Context: an optimization exercise on an open-source flow, tuned for small area, a short achievable clock period and few clock cycles. The choices shown serve that exercise and are no tape-out recipe.
No run shown here included a check of the RTL's function; only the layout flow was run.
Power figures rest on the tool's default switching activity, not on a simulated workload.

--- flow/flow/run.sh ---
#!/bin/bash
# Layout flow: the standard ORFS flow (standard.sh) with its standard
# synthesis, changed only in how the layout is optimised:
#  - port buffers of sky130_fd_sc_hd__buf_1 instead of the resizer's pick,
#  - a clock tree of clkbuf_4/clkbuf_8 buffers without dummy loads,
#  - repair_timing aiming at a setup margin of MARGIN ns.
# The make run's full output goes to standard.log in this folder; ORFS's
# per-step logs stay under orfs/logs.
set -uo pipefail
MARGIN=6
export BUFFER_PORTS_ARGS="-buffer_cell sky130_fd_sc_hd__buf_1"
export CTS_ARGS="-sink_clustering_enable -repair_clock_nets -buf_list {sky130_fd_sc_hd__clkbuf_4 sky130_fd_sc_hd__clkbuf_8} -dont_use_dummy_load"
bash standard.sh SETUP_SLACK_MARGIN=$MARGIN SKIP_REPAIR_TIE_FANOUT=1 finish > standard.log 2>&1
--- flow/standard.sh ---
#!/bin/bash
# synth_recipe.tcl (not shown) runs the flow's synth.tcl, then flattens the netlist and writes it again
# the make line also repeats each setting of config.mk as NAME=value (left out here)
make -C /OpenROAD-flow-scripts/flow DESIGN_CONFIG=/design/flow/config.mk WORK_HOME=/design/flow/orfs CLKGATE_MAP_FILE= SYNTH_SCRIPT=/design/flow/synth_recipe.tcl "${@:-finish}"
--- flow/config.mk ---
export PLATFORM = sky130hd
export DESIGN_NAME = pcm_cfgderive
export DESIGN_NICKNAME = pcm_cfgderive
export VERILOG_FILES = /design/flow/design.v
export SDC_FILE = /design/flow/constraint.sdc
export NUM_CORES = 4
export LEC_CHECK = 0
export CAP_MARGIN = 20
export CORE_MARGIN = 2
export CORE_UTILIZATION = 60
export SLEW_MARGIN = 20
--- flow/constraint.sdc ---
create_clock -name core_clock -period 10.0 [get_ports {clk}]
set_input_delay 2.0000 -clock core_clock [delete_from_list [all_inputs] [get_ports {clk}]]
set_output_delay 2.0000 -clock core_clock [all_outputs]
set_load 0.01 [all_outputs]
--- flow/design.v ---
module pcm_cfgderive (
    input  wire        clk,
    input  wire        rst,           
    input  wire        start,
    output wire        ready,
    input  wire [7:0]  cfg,           
    input  wire [31:0] rate,
    input  wire [31:0] chunk,
    output reg         done,
    output wire [3:0]  result,        
    output wire [31:0] desc,          
    output wire [31:0] period,        
    output wire [31:0] chunk_eff      
);
    localparam [21:0] C2M = 22'd2000000;
    reg         run;         
    reg  [19:0] r_rate;
    reg  [19:0] rem;
    reg  [20:0] qm;          
    reg  [1:0]  dd;          
    reg         r_exact;     
    reg  [2:0]  r_res;
    reg         d_w8, d_w16, d_sgn, d_ord;
    reg  [12:0] r_ce;
    assign ready = !run;
    wire accept = start && !run;
    wire       w8     = (cfg[4:0] == 5'd8);
    wire       w16    = (cfg[4:0] == 5'd16);
    wire       bad_w  = !(w8 || w16);
    wire       bad_s  = (cfg[6:5] == 2'd3);
    wire       bad_r  = (rate == 32'd0);
    wire       bad_c  = (|chunk[31:13]) || (chunk[12] && (|chunk[11:0]));
    wire       ok     = !(bad_w || bad_s || bad_r || bad_c);
    wire       big    = |rate[31:20];     
    wire [2:0] res_in = bad_w ? 3'd1 : bad_s ? 3'd2 : bad_r ? 3'd3 : bad_c ? 3'd4 : 3'd0;
    wire       sgn    = cfg[6] ? 1'b1 : cfg[5] ? 1'b0 : w16;
    wire       exact  = (rate == 32'd128)   || (rate == 32'd640)   || (rate == 32'd3200) ||
                        (rate == 32'd16000) || (rate == 32'd80000) || (rate == 32'd400000);
    wire        c_small = ~|chunk[12:7];
    wire [12:0] c_up    = chunk[12:0] + {12'd0, w16 && chunk[0]};
    wire [12:0] ce_in   = !ok ? 13'd0 : c_small ? 13'd128 : c_up;
    reg  [20:0] mark0;
    reg  [19:0] rem0;
    reg  [1:0]  dd0;
    integer i;
    always @* begin
        mark0 = 21'd0;
        rem0  = 20'd0;
        dd0   = 2'd0;
        for (i = 0; i < 20; i = i + 1) begin
            if (rate[i] && !(|(rate[19:0] >> (i + 1)))) begin
                mark0[i + (i & 1)] = 1'b1;
                rem0 = rem0 | (C2M >> (22 - (i + (i & 1))));
                dd0  = dd0 | {C2M[21 - (i + (i & 1))], C2M[20 - (i + (i & 1))]};
            end
        end
    end
    reg  [1:0]  dd_nx;
    reg         above;
    always @* begin
        dd_nx = 2'd0;
        above = 1'b0;
        for (i = 20; i >= 0; i = i - 1) begin
            if (qm[i] && !above && (i % 2 == 0) && i <= 18)
                dd_nx = {C2M[19 - i], C2M[18 - i]};
            above = above | qm[i];
        end
    end
    wire [22:0] x   = {3'b000, rem, dd};
    wire [22:0] r1  = {3'b000, r_rate};
    wire [22:0] r2  = {2'b00, r_rate, 1'b0};
    wire [22:0] r3   = r1 + r2;
    wire [22:0] sub1 = x - r1;
    wire [22:0] sub2 = x - r2;
    wire [22:0] sub3 = x - r3;
    wire        ge1 = !sub1[22];
    wire        ge2 = !sub2[22];
    wire        ge3 = !sub3[22];
    wire        qb1 = ge2;
    wire        qb2 = ge3 | (ge1 & !ge2);
    wire [19:0] rem2 = ge3 ? sub3[19:0] : ge2 ? sub2[19:0] : ge1 ? sub1[19:0] : x[19:0];
    wire        fin   = qm[20];
    wire        rnd   = qb2 && !r_exact;
    wire [18:0] hi_p1 = qm[18:0] + 19'd1;
    wire [18:0] hi_nx = (fin && ge3) ? hi_p1 : qm[18:0];
    always @(posedge clk) begin
        if (run) begin
            rem <= rem2;
            qm  <= {hi_nx, fin ? qb1 ^ rnd : qb1, qb2};
            dd  <= dd_nx;
        end else begin
            r_rate <= rate[19:0];
            rem    <= rem0;
            qm     <= big ? 21'd2 : mark0;
            r_exact <= exact;
            dd     <= dd0;
            r_res  <= res_in;
            d_w8   <= ok && w8;
            d_w16  <= ok && w16;
            d_sgn  <= ok && sgn;
            d_ord  <= ok && cfg[7];
            r_ce   <= ce_in;
        end
    end
    always @(posedge clk) begin
        if (rst) begin
            run  <= 1'b0;
            done <= 1'b0;
        end else if (run) begin
            run  <= !qm[20];
            done <= qm[20];
        end else begin
            run  <= accept && ok && !big;
            done <= accept && !(ok && !big);
        end
    end
    wire d_ok = d_w8 | d_w16;
    assign result    = {1'b0, r_res};
    assign desc      = {7'd0, d_w8, 7'd0, d_ok, 12'd0, d_ord, d_sgn, d_w16, d_w8};
    assign period    = {12'd0, qm[20:1] & {20{d_ok}}};
    assign chunk_eff = {19'd0, r_ce};
endmodule
==> results.txt, run 1 <==
status no timing/DRC/antenna violations; hold path endpoint qm[20]; asr flop ratio synth 0; dpl hpwl 17.3 mm; total CTS buffers 9; initial antenna violation count 0; hold path depth 2; Die H 123 um; combinational power share 0.385; Root Driver clkbuf_8; final slew viol count 0; Setup Crit Path Kind input pin to register; final net count 1201; switching share of power 0.365; largest net degree at the start of global routing 69; hold slack 0.554 ns; Worst setup EP type register; DRC violations left 0; worst flop-to-flop path endpoint rem[12]; number of synthesized register bits 86; CP Cell Sequence buf_1 > nor4_1 > nand3_2 > nor4_2 > a21boi_0 > nand3_1 > nor2_1 > a22oi_1 > nor2_1; Fin. Hold Viols 0; RePlAce Congestion 0.957; fmax 263 MHz; reg2reg start r_rate[5]; Die ar. 15100 sq um; Clock Latency Late Sink 0.37 ns; share of layout cells above drive strength 1 0.0597; CP arrival 4.07 ns; Setup violations, final 0; total wire length 22.1 mm; antenna cell count 0; setup tns final 0 ns; period utilization 0.381; Worst Tran Pin Value 1.05 ns; synthesized area per cell 8.53 sq um; number of synthesis warnings 1; clock period minus worst slack 3.81 ns; Clk pin slew, worst setup/hold paths 0.09 ns; Synth-to-Final Area Change 3.12%; DRT iter0 DRCs 585; DP Area 8550 sq um; cell-internal power 0.000600 W; Vias/cell 6.09; commonest non-fill, non-tap cell in the layout buf_1; vias post-DR 7415; Post-Syn Nets 1153; worst vdd ir 0.0656 mV; Hold Crit Class register to register; port bufs 118; top cells by area, synth edfxtp_1 (15%), dfxtp_1 (11%), ha_1 (9.6%); Worst setup SP type input pin; Top delay family on crit path simple AND/OR/NAND/NOR gates; Post-CTS Hold Buffers 0; sequential area share after synthesis 0.252; number of synthesized flops with an enable pin 41; Slew headroom 0.299; Final ANT Viol Nets 0; R2R setup slack 6.25 ns; Power Density 108 nW/um^2; Yosys top cell area share 0.146; highest-count cells in the layout ignoring fill and taps buf_1 (118), nor2_1 (90), nand2_1 (74); global-route wire length before repair 35.1 mm; max incr delay on CP 0.53 ns; vias in the first global route 7028; Syn Inst Count 992; CP max-delay cell nor4_1; Pleak 3.35 nW; CP Max Fanout 10; RSZ-0062 raised after global routing yes; ys flop type dfxtp_1; setup ws final 6.19 ns; Pre-Repair DR Iteration Count 5; sw power 0.000345 W; # clock sinks 86; worst path required time 10.26 ns; Max-Cap Viols 0; synthesized area 8460 sq um; CTS tree built; # IOs 177; cell mode on critical path nor2_1; Synth area leader edfxtp_1; die extent in x 123 um; Overall Global Routing Usage 0.296; WL/cell 18.1 um; pre-CTS setup slack 5.43 ns; Clock power frac 0.209; core box area 13800 sq um; grt total ovfl 0; final clock skew 0.0187 ns; Core Rows 43; CTS Buffer Depth 2; Final Instance Area 8720 sq um; WP buf/inv 1; CTS H-tree depth 3; Seq pwr share 0.406; Yosys cell types 95; initial core utilization 0.612; hold path start qm[17]; FF-to-FF path depth 11
[timing repair]
action | in CTS | in global routing
pin swaps | 1 | 0
resized for setup | 2 | 6
setup endpoints to repair | 34 | 26
cloned | 0 | 0
setup buffers | 2 | 0
[power groups by stage]
| stage | Clock, W | Combinational, W | Sequential, W |
|---|---|---|---|
| finish | 0.000197 | 0.000363 | 0.000384 |
| global placement | 0 | 0.000352 | 0.000391 |
| CTS | 0.000200 | 0.000356 | 0.000384 |
| floorplan | 0 | 0.000290 | 0.000389 |
| detailed placement | 0 | 0.000352 | 0.000392 |
| global route | 0.000213 | 0.000403 | 0.000385 |
[per-stage QoR]
step / power [W] / utilization / instances
global route: 0.00100 / 0.631 / 1218
CTS: 0.000940 / 0.629 / 1218
finish: 0.000944 / 0.631 / 1218
floorplan: 0.000679 / - / 992
detailed placement: 0.000744 / 0.618 / 1207
global placement: 0.000744 / 0.618 / 1207
[how the worst max path moves through the flow]
stage / start / end / slack [ns] / depth (start not counted)
final: rate[26] / run / 6.19 / 9
after global routing: rate[26] / run / 5.96 / 9
after global placement: rate[26] / r_ce[8] / 5.55 / 7
after detailed placement: rate[21] / r_ce[5] / 5.43 / 7
after floorplan: rate[22] / r_ce[10] / 6.11 / 7
after CTS: r_rate[5] / rem[12] / 6.04 / 11
[area by class of cell]
class | count | area [sq um]
inverter | 56 | 210
timing repair buffer | 124 | 488
fill | 1258 | 5110
sequential | 86 | 2130
tap | 180 | 225
multi-input combinational | 763 | 5540
clock buffer | 9 | 124
[state kept, by name, indices dropped and copies added (netlist names)]
| register | cells |
|---|---|
| qm | 21 |
| r_rate | 20 |
| rem | 20 |
| r_ce | 13 |
| r_res | 3 |
| dd | 2 |
| d_ord | 1 |
| d_sgn | 1 |
| d_w16 | 1 |
| d_w8 | 1 |
| done | 1 |
| r_exact | 1 |
| run | 1 |
[cell usage after synthesis, types with 10 or more instances]
library cell  count
nor2_1           92
nand2_1          74
ha_1             65
buf_4            64
a21oi_1          56
inv_1            55
dfxtp_1          45
o21ai_0          43
edfxtp_1         41
xnor2_1          37
nand3_1          31
nor2b_1          28
nor4_1           22
fa_1             21
nor3_1           18
xor2_1           18
o211ai_1         16
a31oi_1          14
nand4_1          14
and3_1           12
o21a_1           12
a21o_1           11
buf_2            10
[cells by family (layout without fill, tap and decap cells)]
logic type,count (synthesis),count (layout),share of synthesized area
buffers and inverters,143,189,0.0969
AO/OA/AOI/OAI,255,255,0.217
XOR/XNOR,55,55,0.0570
adder cells (fa/ha/maj),86,86,0.146
other,1,1,0.000443
flip-flops,86,86,0.252
multiplexers,11,11,0.0144
AND/OR/NAND/NOR,355,355,0.216
[worst reg2reg max path, cell delays in order (launching register included)]
cell and delay [ns]:
edfxtp_1 0.38, inv_1 0.19, fa_1 0.46, ha_1 0.39
a21oi_1 0.19, nor3b_1 0.34, a211oi_2 0.16, o21ai_2 0.29
a21o_4 0.32, nand2_1 0.29, a2111oi_1 0.46, a311oi_1 0.10
[layer usage]
| metal | share of wire | GRT usage | routed length [um] |
|---|---|---|---|
| met5 | 0 | 0 | 0 |
| met4 | 0.014 | 0.0726 | 316 |
| met3 | 0.053 | 0.0414 | 1180 |
| met2 | 0.47 | 0.482 | 10300 |
| met1 | 0.47 | 0.415 | 10300 |
==> inputs of run 2 (changes only) <==
--- a/flow/design.v
+++ b/flow/design.v
@@ -19,5 +19,4 @@
     reg  [20:0] qm;          
     reg  [1:0]  dd;          
-    reg         r_exact;     
     reg  [2:0]  r_res;
     reg         d_w8, d_w16, d_sgn, d_ord;
@@ -35,9 +34,7 @@
     wire [2:0] res_in = bad_w ? 3'd1 : bad_s ? 3'd2 : bad_r ? 3'd3 : bad_c ? 3'd4 : 3'd0;
     wire       sgn    = cfg[6] ? 1'b1 : cfg[5] ? 1'b0 : w16;
-    wire       exact  = (rate == 32'd128)   || (rate == 32'd640)   || (rate == 32'd3200) ||
-                        (rate == 32'd16000) || (rate == 32'd80000) || (rate == 32'd400000);
     wire        c_small = ~|chunk[12:7];
     wire [12:0] c_up    = chunk[12:0] + {12'd0, w16 && chunk[0]};
-    wire [12:0] ce_in   = !ok ? 13'd0 : c_small ? 13'd128 : c_up;
+    wire [12:0] ce_in   = c_small ? 13'd128 : c_up;
     reg  [20:0] mark0;
     reg  [19:0] rem0;
@@ -81,5 +78,4 @@
     wire [19:0] rem2 = ge3 ? sub3[19:0] : ge2 ? sub2[19:0] : ge1 ? sub1[19:0] : x[19:0];
     wire        fin   = qm[20];
-    wire        rnd   = qb2 && !r_exact;
     wire [18:0] hi_p1 = qm[18:0] + 19'd1;
     wire [18:0] hi_nx = (fin && ge3) ? hi_p1 : qm[18:0];
@@ -87,5 +83,5 @@
         if (run) begin
             rem <= rem2;
-            qm  <= {hi_nx, fin ? qb1 ^ rnd : qb1, qb2};
+            qm  <= {hi_nx, fin ? qb1 ^ qb2 : qb1, qb2};
             dd  <= dd_nx;
         end else begin
@@ -93,5 +89,4 @@
             rem    <= rem0;
             qm     <= big ? 21'd2 : mark0;
-            r_exact <= exact;
             dd     <= dd0;
             r_res  <= res_in;
@@ -118,5 +113,6 @@
     assign result    = {1'b0, r_res};
     assign desc      = {7'd0, d_w8, 7'd0, d_ok, 12'd0, d_ord, d_sgn, d_w16, d_w8};
-    assign period    = {12'd0, qm[20:1] & {20{d_ok}}};
-    assign chunk_eff = {19'd0, r_ce};
+    wire   p_lsb     = qm[1] && !(qm[0] && !(|rem));
+    assign period    = {12'd0, {qm[20:2], p_lsb} & {20{d_ok}}};
+    assign chunk_eff = {19'd0, r_ce & {13{d_ok}}};
 endmodule
==> run 2 against run 1 <==
  * Count of clock-buffer cells in the layout unchanged
  * Critical path depth decreased by 4
  * Worst hold slack got worse by 0.044 ns
  * Synthesized area decreased by 5.7%
==> results.txt, run 2 <==
Fin. Hold Viols 0 (unchanged); R2R setup slack 6.19 ns (was 6.25 ns); total wire length 21.8 mm (was 22.1 mm); number of synthesized flops with an enable pin 40 (was 41); WP buf/inv 1 (unchanged); Synth-to-Final Area Change 5.32% (was 3.12%); share of layout cells above drive strength 1 0.0591 (was 0.0597); RSZ-0062 raised after global routing yes (unchanged); period utilization 0.407 (was 0.381); worst path required time 8.00 ns (was 10.26 ns); sequential area share after synthesis 0.264 (was 0.252); Pleak 3.25 nW (was 3.35 nW); Die ar. 14200 sq um (was 15100 sq um); highest-count cells in the layout ignoring fill and taps buf_1 (117), a21oi_1 (72), nor2_1 (71) (was buf_1 (118), nor2_1 (90), nand2_1 (74)); Core Rows 42 (was 43); combinational power share 0.364 (was 0.385); hold path depth 2 (unchanged); clock period minus worst slack 4.07 ns (was 3.81 ns); CP Max Fanout 3 (was 10); CTS Buffer Depth 2 (unchanged); Post-CTS Hold Buffers 0 (unchanged); Die H 119 um (was 123 um); Root Driver clkbuf_8 (unchanged); Power Density 109 nW/um^2 (was 108 nW/um^2); Final ANT Viol Nets 0 (unchanged); Syn Inst Count 941 (was 992); Worst setup EP type output pin (was register); worst flop-to-flop path endpoint rem[16] (was rem[12]); status no timing/DRC/antenna violations (unchanged); cell-internal power 0.000590 W (was 0.000600 W); top cells by area, synth edfxtp_1 (15%), dfxtp_1 (11%), ha_1 (10%) (was edfxtp_1 (15%), dfxtp_1 (11%), ha_1 (9.6%)); FF-to-FF path depth 11 (unchanged); total CTS buffers 9 (unchanged); Hold Crit Class register to register (unchanged); Worst Tran Pin Value 0.971 ns (was 1.05 ns); worst vdd ir 0.0978 mV (was 0.0656 mV); final slew viol count 0 (unchanged); top cells by count, synth nor2_1 (73), a21oi_1 (72), buf_4 (65), ha_1 (65), nand2_1 (60) (was nor2_1 (92), nand2_1 (74), ha_1 (65), buf_4 (64), a21oi_1 (56)); hold path start qm[13] (was qm[17]); # IOs 177 (unchanged); ys flop type dfxtp_1 (unchanged); Clock power frac 0.217 (was 0.209); number of synthesis warnings 1 (unchanged); final clock skew 0.0226 ns (was 0.0187 ns); grt total ovfl 0 (unchanged); synthesized area 7980 sq um (was 8460 sq um); WP depth 5 (was 9); Overall Global Routing Usage 0.310 (was 0.296); Slew headroom 0.346 (was 0.299); Max-Cap Viols 0 (unchanged); pre-CTS setup slack 5.59 ns (was 5.43 ns); global-route wire length before repair 35.2 mm (was 35.1 mm); fmax 246 MHz (was 263 MHz); CP Cell Sequence or4_4 > nor4b_4 > nand4_1 > and3_1 > buf_2 (was buf_1 > nor4_1 > nand3_2 > nor4_2 > a21boi_0 > nand3_1 > nor2_1 > a22oi_1 > nor2_1); core box area 13100 sq um (was 13800 sq um); Reg with most FFs qm (unchanged); Worst setup SP type register (was input pin); number of synthesized register bits 85 (was 86); Setup violations, final 0 (unchanged); DRC violations left 0 (unchanged); DRT iter0 DRCs 482 (was 585); antenna cell count 0 (unchanged); most common cell in the synthesized netlist nor2_1 (unchanged); synthesized area per cell 8.48 sq um (was 8.53 sq um); max incr delay on CP 0.55 ns (was 0.53 ns); reg2reg start r_rate[0] (was r_rate[5]); hold path endpoint qm[15] (was qm[20]); largest net degree at the start of global routing 63 (was 69); initial core utilization 0.607 (was 0.612); hold slack 0.511 ns (was 0.554 ns); die extent in x 119 um (was 123 um); RePlAce Congestion 0.905 (was 0.957); CTS H-tree depth 3 (unchanged); Clk pin slew, worst setup/hold paths 0.08 ns (was 0.09 ns); final net count 1161 (was 1201); asr flop ratio synth 0 (unchanged); Yosys top cell area share 0.151 (was 0.146); Pre-Repair DR Iteration Count 5 (unchanged); initial antenna violation count 0 (unchanged); dpl hpwl 17.1 mm (was 17.3 mm); setup ws final 5.93 ns (was 6.19 ns); CP max-delay cell or4_4 (was nor4_1); vias in the first global route 7047 (was 7028); CP arrival 2.07 ns (was 4.07 ns); sw power 0.000324 W (was 0.000345 W); max FFs per register 21 (unchanged); commonest non-fill, non-tap cell in the layout buf_1 (unchanged); Final Instance Area 8400 sq um (was 8720 sq um); Yosys cell types 69 (was 95); DP Area 8110 sq um (was 8550 sq um); WL/cell 18.5 um (was 18.1 um); top flop regs qm: 21 flops, r_rate: 20 flops, rem: 20 flops (unchanged); switching share of power 0.354 (was 0.365); vias post-DR 7168 (was 7415); Post-Syn Nets 1102 (was 1153); Synth area leader edfxtp_1 (unchanged); Vias/cell 6.11 (was 6.09); # clock sinks 85 (was 86); Clock Latency Late Sink 0.38 ns (was 0.37 ns); port bufs 118 (unchanged); CTS tree built (unchanged); Seq pwr share 0.419 (was 0.406); Top delay family on crit path simple AND/OR/NAND/NOR gates (unchanged); setup tns final 0 ns (unchanged); Setup Crit Path Kind register to output pin (was input pin to register)
[run 2: cell count changes in the layout (fill, tap and decap cells not counted), moves of 9 or more]
cell      before  now
nor2_1        90   71
a21oi_1       56   72
nand2_1       74   59
nand2b_1       9   22
nor2b_1       28   41
inv_1         55   43
o211ai_1      16    6
buf_4          6   15
nor3b_1        9    0
[run 2: worst min-delay path, stage by stage (launching register included)]
cell	delay, ns
dfxtp_1	0.34
o21ai_0	0.07
a21oi_1	0.06
[run 2: area by class of cell]
type,instances,area (sq um)
multi-input combinational,727,5220
fill,1175,4740
sequential,85,2110
timing repair buffer,133,557
tap,176,220
inverter,44,165
clock buffer,9,124
[run 2: power groups by stage]
stage          registers [W]  logic, W  clock network [W]
6_report            0.000383  0.000332           0.000199
5_1_grt             0.000384  0.000367           0.000214
4_1_cts             0.000384  0.000318           0.000203
3_5_place_dp        0.000392  0.000314                  0
3_3_place_gp        0.000392  0.000308                  0
2_1_floorplan       0.000388  0.000257                  0
[run 2: worst max path at each step]
stage               startpoint   endpoint
floorplan                  run      ready
global placement      rate[19]      d_ord
detailed placement    rate[19]       d_w8
CTS                     rem[5]  period[0]
global route            rem[4]  period[0]
finish                  rem[4]  period[0]
[run 2: kinds of logic (layout without fill, tap and decap cells)]
group / Yosys count / after routing / share of synthesized area
muxes: 8 / 8 / 0.0105
adders and majority gates: 86 / 86 / 0.155
buffers and inverters: 129 / 186 / 0.0925
xor gates and xnor gates: 63 / 63 / 0.0692
DFF: 85 / 85 / 0.264
and+or+nand+nor: 332 / 332 / 0.212
other: 1 / 1 / 0.000470
AOI/OAI and AO/OA: 237 / 237 / 0.197
[run 2: what timing repair did]
action | in CTS | in global routing
pin swaps | 3 | 4
endpoints found under the setup margin | 40 | 23
buffers inserted | 1 | 8
gates resized for setup | 10 | 14
[run 2: routing by layer]
metal | up-vias | share of wire | GRT usage | wire length (um)
met5 | - | 0 | 0 | 0
met3 | 40 | 0.061 | 0.0369 | 1330
li1 | 3467 | - | - | -
met4 | 0 | 0.020 | 0.113 | 429
met1 | 3365 | 0.43 | 0.404 | 9350
met2 | 296 | 0.49 | 0.532 | 10600
[run 2: metrics by stage]
step                utilization  power, W  std cells
floorplan                     -  0.000645        941
global placement          0.618  0.000699       1156
detailed placement        0.618  0.000706       1156
CTS                       0.631  0.000905       1166
global route              0.639  0.000965       1174
finish                    0.639  0.000914       1174
==> inputs of run 3 (changes only) <==
--- a/flow/design.v
+++ b/flow/design.v
@@ -19,4 +19,5 @@
     reg  [20:0] qm;          
     reg  [1:0]  dd;          
+    reg         r_exact;     
     reg  [2:0]  r_res;
     reg         d_w8, d_w16, d_sgn, d_ord;
@@ -34,4 +35,6 @@
     wire [2:0] res_in = bad_w ? 3'd1 : bad_s ? 3'd2 : bad_r ? 3'd3 : bad_c ? 3'd4 : 3'd0;
     wire       sgn    = cfg[6] ? 1'b1 : cfg[5] ? 1'b0 : w16;
+    wire       exact  = (rate == 32'd128)   || (rate == 32'd640)   || (rate == 32'd3200) ||
+                        (rate == 32'd16000) || (rate == 32'd80000) || (rate == 32'd400000);
     wire        c_small = ~|chunk[12:7];
     wire [12:0] c_up    = chunk[12:0] + {12'd0, w16 && chunk[0]};
@@ -64,24 +67,20 @@
         end
     end
-    wire [22:0] x   = {3'b000, rem, dd};
-    wire [22:0] r1  = {3'b000, r_rate};
-    wire [22:0] r2  = {2'b00, r_rate, 1'b0};
-    wire [22:0] r3   = r1 + r2;
-    wire [22:0] sub1 = x - r1;
-    wire [22:0] sub2 = x - r2;
-    wire [22:0] sub3 = x - r3;
-    wire        ge1 = !sub1[22];
-    wire        ge2 = !sub2[22];
-    wire        ge3 = !sub3[22];
-    wire        qb1 = ge2;
-    wire        qb2 = ge3 | (ge1 & !ge2);
-    wire [19:0] rem2 = ge3 ? sub3[19:0] : ge2 ? sub2[19:0] : ge1 ? sub1[19:0] : x[19:0];
+    wire [20:0] sh1  = {rem, dd[1]};
+    wire [21:0] sub1 = {1'b0, sh1} - {2'b00, r_rate};
+    wire        qb1  = !sub1[21];
+    wire [19:0] rem1 = qb1 ? sub1[19:0] : sh1[19:0];
+    wire [20:0] sh2  = {rem1, dd[0]};
+    wire [21:0] sub2 = {1'b0, sh2} - {2'b00, r_rate};
+    wire        qb2  = !sub2[21];
+    wire [19:0] rem2 = qb2 ? sub2[19:0] : sh2[19:0];
     wire        fin   = qm[20];
+    wire        rnd   = qb2 && !r_exact;
     wire [18:0] hi_p1 = qm[18:0] + 19'd1;
-    wire [18:0] hi_nx = (fin && ge3) ? hi_p1 : qm[18:0];
+    wire [18:0] hi_nx = (fin && qb1 && qb2) ? hi_p1 : qm[18:0];
     always @(posedge clk) begin
         if (run) begin
             rem <= rem2;
-            qm  <= {hi_nx, fin ? qb1 ^ qb2 : qb1, qb2};
+            qm  <= {hi_nx, fin ? qb1 ^ rnd : qb1, qb2};
             dd  <= dd_nx;
         end else begin
@@ -89,4 +88,5 @@
             rem    <= rem0;
             qm     <= big ? 21'd2 : mark0;
+            r_exact <= exact;
             dd     <= dd0;
             r_res  <= res_in;
@@ -113,6 +113,5 @@
     assign result    = {1'b0, r_res};
     assign desc      = {7'd0, d_w8, 7'd0, d_ok, 12'd0, d_ord, d_sgn, d_w16, d_w8};
-    wire   p_lsb     = qm[1] && !(qm[0] && !(|rem));
-    assign period    = {12'd0, {qm[20:2], p_lsb} & {20{d_ok}}};
+    assign period    = {12'd0, qm[20:1] & {20{d_ok}}};
     assign chunk_eff = {19'd0, r_ce & {13{d_ok}}};
 endmodule
--- a/flow/flow/run.sh
+++ b/flow/flow/run.sh
@@ -8,5 +8,5 @@
 # per-step logs stay under orfs/logs.
 set -uo pipefail
-MARGIN=6
+MARGIN=5.5
 export BUFFER_PORTS_ARGS="-buffer_cell sky130_fd_sc_hd__buf_1"
 export CTS_ARGS="-sink_clustering_enable -repair_clock_nets -buf_list {sky130_fd_sc_hd__clkbuf_4 sky130_fd_sc_hd__clkbuf_8} -dont_use_dummy_load"
==> run 3 against run 2 <==
  * Critical path depth increased by 15
  * Sequential share of layout area is 1.2 points higher
  * Sequential cell count is 1 higher
  * First-iteration DRC count increased by 6.6%
  * Cell count is 7.6% lower
  * Worst hold slack better by 0.054 ns
  * Utilization up 7.8 points
  * Synthesized cell count is 11% lower
==> results.txt, run 3 <==
Hold Crit Class register to register (unchanged); WP buf/inv 3 (was 1); top cells by area, synth edfxtp_1 (18%), dfxtp_1 (13%), ha_1 (7.7%) (was edfxtp_1 (15%), dfxtp_1 (11%), ha_1 (10%)); area occupied by multi-input gates 4510 sq um (was 5220 sq um); Worst Tran Pin Value 0.891 ns (was 0.971 ns); Synth area leader edfxtp_1 (unchanged); # clock sinks 86 (was 85); top flop regs qm: 21 flops, r_rate: 20 flops, rem: 20 flops (unchanged); largest net degree at the start of global routing 70 (was 63); CP Cell Sequence inv_1 > ha_1 > and3_1 > a221o_1 > or2_2 > a21oi_1 > o21ai_0 > xnor2_1 > o21ai_1 > ha_1 > o21a_1 > a21oi_2 > a31oi_4 > or2_4 > buf_4 > buf_4 > o21ai_4 > nor3_2 > xnor2_1 > o21ai_1 (was or4_4 > nor4b_4 > nand4_1 > and3_1 > buf_2); core box area 11300 sq um (was 13100 sq um); number of synthesis warnings 1 (unchanged); Final Core Density 0.717 (was 0.639); fill cell count 886 (was 1175); final slew viol count 0 (unchanged); sw power 0.000349 W (was 0.000324 W); area taken by flip-flops and latches 2130 sq um (was 2110 sq um); CTS tree built (unchanged); fmax 205 MHz (was 246 MHz); initial antenna violation count 0 (unchanged); switching share of power 0.356 (was 0.354); Pleak 3.17 nW (was 3.25 nW); total wire length 20.1 mm (was 21.8 mm); Max-Cap Viols 0 (unchanged); vias in the first global route 6417 (was 7047); Die H 111 um (was 119 um); WL/cell 18.5 um (about the same); CTS Buffer Depth 2 (unchanged); CP Max Fanout 6 (was 3); port bufs 118 (unchanged); Core Rows 39 (was 42); grt total ovfl 0 (unchanged); global-route wire length before repair 30.7 mm (was 35.2 mm); CP max-delay cell edfxtp_1 (was or4_4); Worst setup EP type register (was output pin); CP arrival 5.09 ns (was 2.07 ns); asr flop ratio synth 0 (unchanged); Post-Syn Nets 954 (was 1102); clock period minus worst slack 4.88 ns (was 4.07 ns); hold slack 0.565 ns (was 0.511 ns); # IOs 177 (unchanged); Clock Latency Late Sink 0.36 ns (was 0.38 ns); synthesized area 6850 sq um (was 7980 sq um); share of layout cells above drive strength 1 0.167 (was 0.0591); Synth-to-Final Area Change 18.1% (was 5.32%); final net count 1063 (was 1161); top cells by count, synth nor2_1 (87), buf_4 (65), nand2_1 (64), a21oi_1 (61), dfxtp_1 (45) (was nor2_1 (73), a21oi_1 (72), buf_4 (65), ha_1 (65), nand2_1 (60)); combinational power share 0.409 (was 0.364); Setup Crit Path Kind register to register (was register to output pin); ys flop type dfxtp_1 (unchanged); highest-count cells in the layout ignoring fill and taps buf_1 (118), nor2_1 (79), nand2_1 (63) (was buf_1 (117), a21oi_1 (72), nor2_1 (71)); total CTS buffers 9 (unchanged); status no timing/DRC/antenna violations (unchanged); Post-CTS Hold Buffers 0 (unchanged); worst path required time 10.21 ns (was 8.00 ns); DRC violations left 0 (unchanged); Final ANT Viol Nets 0 (unchanged); Power Density 122 nW/um^2 (was 109 nW/um^2); Yosys cell types 67 (was 69); vias post-DR 6641 (was 7168); initial core utilization 0.607 (about the same); setup tns final 0 ns (unchanged); number of synthesized flops with an enable pin 41 (was 40); Vias/cell 6.12 (was 6.11); Root Driver clkbuf_8 (unchanged); CTS H-tree depth 3 (unchanged); antenna cell count 0 (unchanged); die extent in x 111 um (was 119 um); DRT iter0 DRCs 514 (was 482); Die ar. 12300 sq um (was 14200 sq um); period utilization 0.488 (was 0.407); Top delay family on crit path compound AO/OA/AOI/OAI gates (was simple AND/OR/NAND/NOR gates); Worst setup SP type register (unchanged); commonest non-fill, non-tap cell in the layout buf_1 (unchanged); RePlAce Congestion 0.937 (was 0.905); max FFs per register 21 (unchanged); Yosys top cell area share 0.180 (was 0.151); max incr delay on CP 0.39 ns (was 0.55 ns); Syn Inst Count 835 (was 941); Clock power frac 0.201 (was 0.217); synthesized area per cell 8.20 sq um (was 8.48 sq um); worst vdd ir 0.0657 mV (was 0.0978 mV); Seq pwr share 0.391 (was 0.419); sequential area share after synthesis 0.311 (was 0.264); dpl hpwl 13.6 mm (was 17.1 mm); Clk pin slew, worst setup/hold paths 0.08 ns (about the same); Fin. Hold Viols 0 (unchanged); Slew headroom 0.389 (was 0.346); RSZ-0062 raised after global routing yes (unchanged); most common cell in the synthesized netlist nor2_1 (unchanged); Setup violations, final 0 (unchanged); Reg with most FFs qm (unchanged); number of synthesized register bits 86 (was 85); Pre-Repair DR Iteration Count 7 (was 5); final clock skew 0.0111 ns (was 0.0226 ns); Overall Global Routing Usage 0.302 (was 0.310); cell-internal power 0.000633 W (was 0.000590 W)
## run 3: cell count changes after synthesis, moves of 11 or more
cell / delta
ha_1: -23
nand3_1: -11
fa_1: -19
a21oi_1: -11
nor2_1: +14
nand2b_1: -15
## run 3: per-layer routing
| layer | GRT usage | vias up | wire (um) |
|---|---|---|---|
| li1 | - | 3167 | - |
| met1 | 0.375 | 3128 | 8090 |
| met2 | 0.530 | 284 | 10000 |
| met3 | 0.0519 | 62 | 1280 |
| met4 | 0.104 | 0 | 741 |
| met5 | 0 | - | 0 |
## run 3: layout make-up
| cell class | instances | share of cell area |
|---|---|---|
| sequential | 86 | 0.264 |
| multi-input combinational | 628 | 0.559 |
| tap | 143 | 0.0221 |
| timing repair buffer | 182 | 0.123 |
| clock buffer | 9 | 0.0153 |
| inverter | 37 | 0.0172 |
## run 3: path summary, 6_finish.rpt
kind / startpoint / end / slack [ns] / cells past startpoint
worst min-delay path: qm[3] / qm[5] / 0.56 / 2
worst min register to register: qm[3] / qm[5] / 0.56 / 2
worst max-delay path: r_rate[14] / qm[18] / 5.12 / 20
worst max register to register: r_rate[14] / qm[18] / 5.12 / 20
## run 3: kinds of logic (layout without fill, tap and decap cells)
| logic type | Yosys count | after routing | share of synthesized area |
|---|---|---|---|
| AND/OR/NAND/NOR | 337 | 339 | 0.252 |
| AO/OA/AOI/OAI | 182 | 182 | 0.167 |
| buffers and inverters | 123 | 228 | 0.105 |
| flip-flops | 86 | 86 | 0.311 |
| XOR/XNOR | 50 | 50 | 0.0640 |
| adder cells (fa/ha/maj) | 44 | 44 | 0.0826 |
| multiplexers | 12 | 12 | 0.0179 |
| other | 1 | 1 | 0.000548 |
## run 3: power by group through the flow
| stage | Sequential, W | Combinational (W) | Clock, W |
|---|---|---|---|
| 2_1_floorplan | 0.000390 | 0.000246 | 0 |
| 3_3_place_gp | 0.000391 | 0.000287 | 0 |
| 3_5_place_dp | 0.000391 | 0.000292 | 0 |
| 4_1_cts | 0.000383 | 0.000339 | 0.000197 |
| 5_1_grt | 0.000385 | 0.000431 | 0.000211 |
| 6_report | 0.000384 | 0.000402 | 0.000197 |
## run 3: through the flow
step	instance area, sq um	std cells	worst slack, ns	total power [W]
6_report	8080	1085	5.12	0.000983
5_1_grt	8080	1085	5.03	0.00103
4_1_cts	7690	1064	5.29	0.000920
3_5_place_dp	6960	1014	4.42	0.000683
3_3_place_gp	6940	1012	4.30	0.000677
2_1_floorplan	6890	835	5.50	0.000636
## run 3: what timing repair did
| item | CTS | global route |
|---|---|---|
| pin swaps | 36 | 38 |
| gates cloned | 1 | 1 |
| endpoints found under the setup margin | 41 | 41 |
| buffers inserted | 40 | 20 |
| resized for setup | 60 | 45 |
## run 3: worst reg2reg max path, cell delays in order, from the launching register on
cell,delay (ns)
edfxtp_1,0.39
inv_1,0.17
ha_1,0.34
and3_1,0.22
a221o_1,0.34
or2_2,0.31
a21oi_1,0.21
o21ai_0,0.15
xnor2_1,0.15
o21ai_1,0.28
ha_1,0.34
o21a_1,0.21
a21oi_2,0.29
a31oi_4,0.16
or2_4,0.30
buf_4,0.14
buf_4,0.13
o21ai_4,0.24
nor3_2,0.09
xnor2_1,0.19
o21ai_1,0.10
==> inputs of run 4 (changes only) <==
--- a/flow/flow/run.sh
+++ b/flow/flow/run.sh
@@ -8,5 +8,5 @@
 # per-step logs stay under orfs/logs.
 set -uo pipefail
-MARGIN=5.5
+MARGIN=5.0
 export BUFFER_PORTS_ARGS="-buffer_cell sky130_fd_sc_hd__buf_1"
 export CTS_ARGS="-sink_clustering_enable -repair_clock_nets -buf_list {sky130_fd_sc_hd__clkbuf_4 sky130_fd_sc_hd__clkbuf_8} -dont_use_dummy_load"
==> run 4 against run 3 <==
  * Still clean
  * Routed wire length is 6.1% lower
  * Design area shrank 7.5%
  * Die area unchanged
  * Count of clock-buffer cells in the layout unchanged
==> results.txt, run 4 <==
status no timing/DRC/antenna violations (unchanged); # IOs 177 (unchanged); synthesized area per cell 8.20 sq um (unchanged); Clk pin slew, worst setup/hold paths 0.09 ns (was 0.08 ns); Slew headroom 0.439 (was 0.389); period utilization 0.492 (was 0.488); Worst setup SP type register (unchanged); final slew viol count 0 (unchanged); total wire length 18.9 mm (was 20.1 mm); Synth-to-Final Area Change 9.21% (was 18.1%); Final Instance Area 7480 sq um (was 8080 sq um); CP arrival 5.22 ns (was 5.09 ns); setup tns final 0 ns (unchanged); core box area 11300 sq um (unchanged); Core Rows 39 (unchanged); RSZ-0062 raised after global routing yes (unchanged); initial antenna violation count 0 (unchanged); ys flop type dfxtp_1 (unchanged); Die ar. 12300 sq um (unchanged); DRC violations left 0 (unchanged); Hold Crit Class register to register (unchanged); final clock skew 0.0221 ns (was 0.0111 ns); top flop regs qm: 21 flops, r_rate: 20 flops, rem: 20 flops (unchanged); number of synthesized flops with an enable pin 41 (unchanged); largest net degree at the start of global routing 70 (unchanged); WL/cell 18.1 um (was 18.5 um); Fin. Hold Viols 0 (unchanged); Die H 111 um (unchanged); Post-Syn Nets 954 (unchanged); CTS tree built (unchanged); Reg with most FFs qm (unchanged); Power Density 125 nW/um^2 (was 122 nW/um^2); top cells by area, synth edfxtp_1 (18%), dfxtp_1 (13%), ha_1 (7.7%) (unchanged); number of synthesized register bits 86 (unchanged); Pleak 2.87 nW (was 3.17 nW); synthesized area 6850 sq um (unchanged); port bufs 118 (unchanged); Setup Crit Path Kind register to register (unchanged); clock period minus worst slack 4.92 ns (was 4.88 ns); pre-CTS setup slack 4.34 ns (was 4.42 ns); highest-count cells in the layout ignoring fill and taps buf_1 (118), nor2_1 (81), nand2_1 (63) (was buf_1 (118), nor2_1 (79), nand2_1 (63)); Clock Latency Late Sink 0.36 ns (about the same); global-route wire length before repair 30.2 mm (was 30.7 mm); number of synthesis warnings 1 (unchanged); DP Area 6920 sq um (was 6960 sq um); CTS Buffer Depth 2 (unchanged); Worst setup EP type register (unchanged); Yosys cell types 67 (unchanged); dpl hpwl 14.2 mm (was 13.6 mm); vias in the first global route 6176 (was 6417); Pre-Repair DR Iteration Count 7 (unchanged); antenna cell count 0 (unchanged); CTS H-tree depth 3 (unchanged); worst path required time 10.30 ns (was 10.21 ns); vias post-DR 6338 (was 6641); sequential area share after synthesis 0.311 (unchanged); Worst Tran Pin Value 0.842 ns (was 0.891 ns); setup ws final 5.08 ns (was 5.12 ns); Overall Global Routing Usage 0.301 (was 0.302); commonest non-fill, non-tap cell in the layout buf_1 (unchanged); final net count 1024 (was 1063); worst vdd ir 0.0720 mV (was 0.0657 mV); CP Max Fanout 4 (was 6); Syn Inst Count 835 (unchanged); Setup violations, final 0 (unchanged); asr flop ratio synth 0 (unchanged); # clock sinks 86 (unchanged); Yosys top cell area share 0.180 (unchanged); share of layout cells above drive strength 1 0.0986 (was 0.167); Final ANT Viol Nets 0 (unchanged); Vias/cell 6.06 (was 6.12); max FFs per register 21 (unchanged); Post-CTS Hold Buffers 0 (unchanged); initial core utilization 0.607 (unchanged); most common cell in the synthesized netlist nor2_1 (unchanged); RePlAce Congestion 0.895 (was 0.937); hold slack 0.547 ns (was 0.565 ns); DRT iter0 DRCs 387 (was 514); top cells by count, synth nor2_1 (87), buf_4 (65), nand2_1 (64), a21oi_1 (61), dfxtp_1 (45) (unchanged); fmax 203 MHz (was 205 MHz); grt total ovfl 0 (unchanged); Synth area leader edfxtp_1 (unchanged); Root Driver clkbuf_8 (unchanged); Max-Cap Viols 0 (unchanged); die extent in x 111 um (unchanged); total CTS buffers 9 (unchanged)
-- run 4: cell counts after synthesis --
Identical to the previous run, type by type.
-- run 4: path summary, 6_finish.rpt --
| check | startpoint | end | slack (ns) | depth (start not counted) |
|---|---|---|---|---|
| worst max-delay path | r_rate[2] | qm[20] | 5.08 | 19 |
| worst min-delay path | qm[3] | qm[5] | 0.55 | 2 |
| worst max register to register | r_rate[2] | qm[20] | 5.08 | 19 |
| worst min register to register | qm[3] | qm[5] | 0.55 | 2 |
-- run 4: what timing repair did --
action / CTS / global route
cloned: 1 / 0
setup buffers: 11 / 11
pin swaps: 9 / 18
setup endpoints to repair: 41 / 40
hold endpoints to repair: 0 / 0
gates resized for setup: 20 / 35
-- run 4: cells by family after synthesis --
logic type | count (synthesis) | synth area share
multiplexers | 12 | 0.0179
adder cells (fa/ha/maj) | 44 | 0.0826
AO/OA/AOI/OAI | 182 | 0.167
other | 1 | 0.000548
flip-flops | 86 | 0.311
buffers and inverters | 123 | 0.105
XOR/XNOR | 50 | 0.0640
AND/OR/NAND/NOR | 337 | 0.252
-- run 4: per-stage QoR --
step,instances,total power (W),util
after floorplan,835,0.000633,-
after global placement,1013,0.000678,0.613
after detailed placement,1014,0.000686,0.614
after CTS,1035,0.000897,0.641
after global routing,1046,0.000979,0.663
final,1046,0.000931,0.663
-- run 4: critical path: stages, from the launching register on --
cell       delay (ns)
edfxtp_1         0.39
inv_2            0.09
ha_4             0.22
nor2b_2          0.16
o31a_1           0.28
or3_4            0.40
and2_4           0.16
o41ai_4          0.34
xor2_1           0.20
o21ai_1          0.12
ha_1             0.32
and4_1           0.23
and3_4           0.22
o2111ai_2        0.11
a31oi_1          0.25
or2_1            0.21
nor2_2           0.05
or4b_4           0.53
or4_4            0.49
nand4_1          0.09
-- run 4: routing by layer --
metal  GRT usage  vias up  share of wire
li1            -     3066              -
met1       0.393     2993           0.43
met2       0.502      239           0.48
met3      0.0569       40          0.067
met4       0.105        0          0.025
met5           0        -              0
-- run 4: area by class of cell --
type | instances | area, sq um
timing repair buffer | 144 | 663
multi-input combinational | 627 | 4240
clock buffer | 9 | 124
fill | 996 | 3800
sequential | 86 | 2130
inverter | 37 | 139
tap | 143 | 179
-- run 4: power by group --
| part | switching [W] | internal, W | leakage, nW |
|---|---|---|---|
| logic | 0.000206 | 0.000146 | 1.99 |
| registers | 0.00000490 | 0.000379 | 0.811 |
| clock network | 0.000114 | 0.0000808 | 0.0647 |
| total | 0.000325 | 0.000606 | 2.87 |

-- afterwards: timing with drivers on the ports --
The flow's constraints put no driver on any port. The routed layouts listed below were extracted and timed again, unchanged, in two steps.
Step 1 assumes that a clkbuf_16 drives the clock port and a buf_2 every other input.
Step 2 adds t to the input delays and takes it off the output delays; t is the mean of the earliest and latest rising clock arrival at the registers after step 1. Input paths then give back, and output paths get back, about the clock's delay inside the block.
Three values: no drivers, after step 1, after step 2; two values: the first two.
| run | t, ns | setup WS [ns] | pins driven straight from the clock port |
|---|---|---|---|
| run 1 | 0.389 | 6.194 / 6.203 / 5.814 | 1 |
| run 2 | 0.403 | 5.935 / 5.898 / 5.888 | 1 |
| run 3 | 0.383 | 5.121 / 5.121 / 5.121 | 1 |
| run 4 | 0.387 | 5.075 / 5.075 / 5.075 | 1 |
After both steps every run listed still meets setup and hold. For run 1, which loses most, drivers alone change the setup slack by +0.009 ns; drivers and shift together by -0.380 ns.
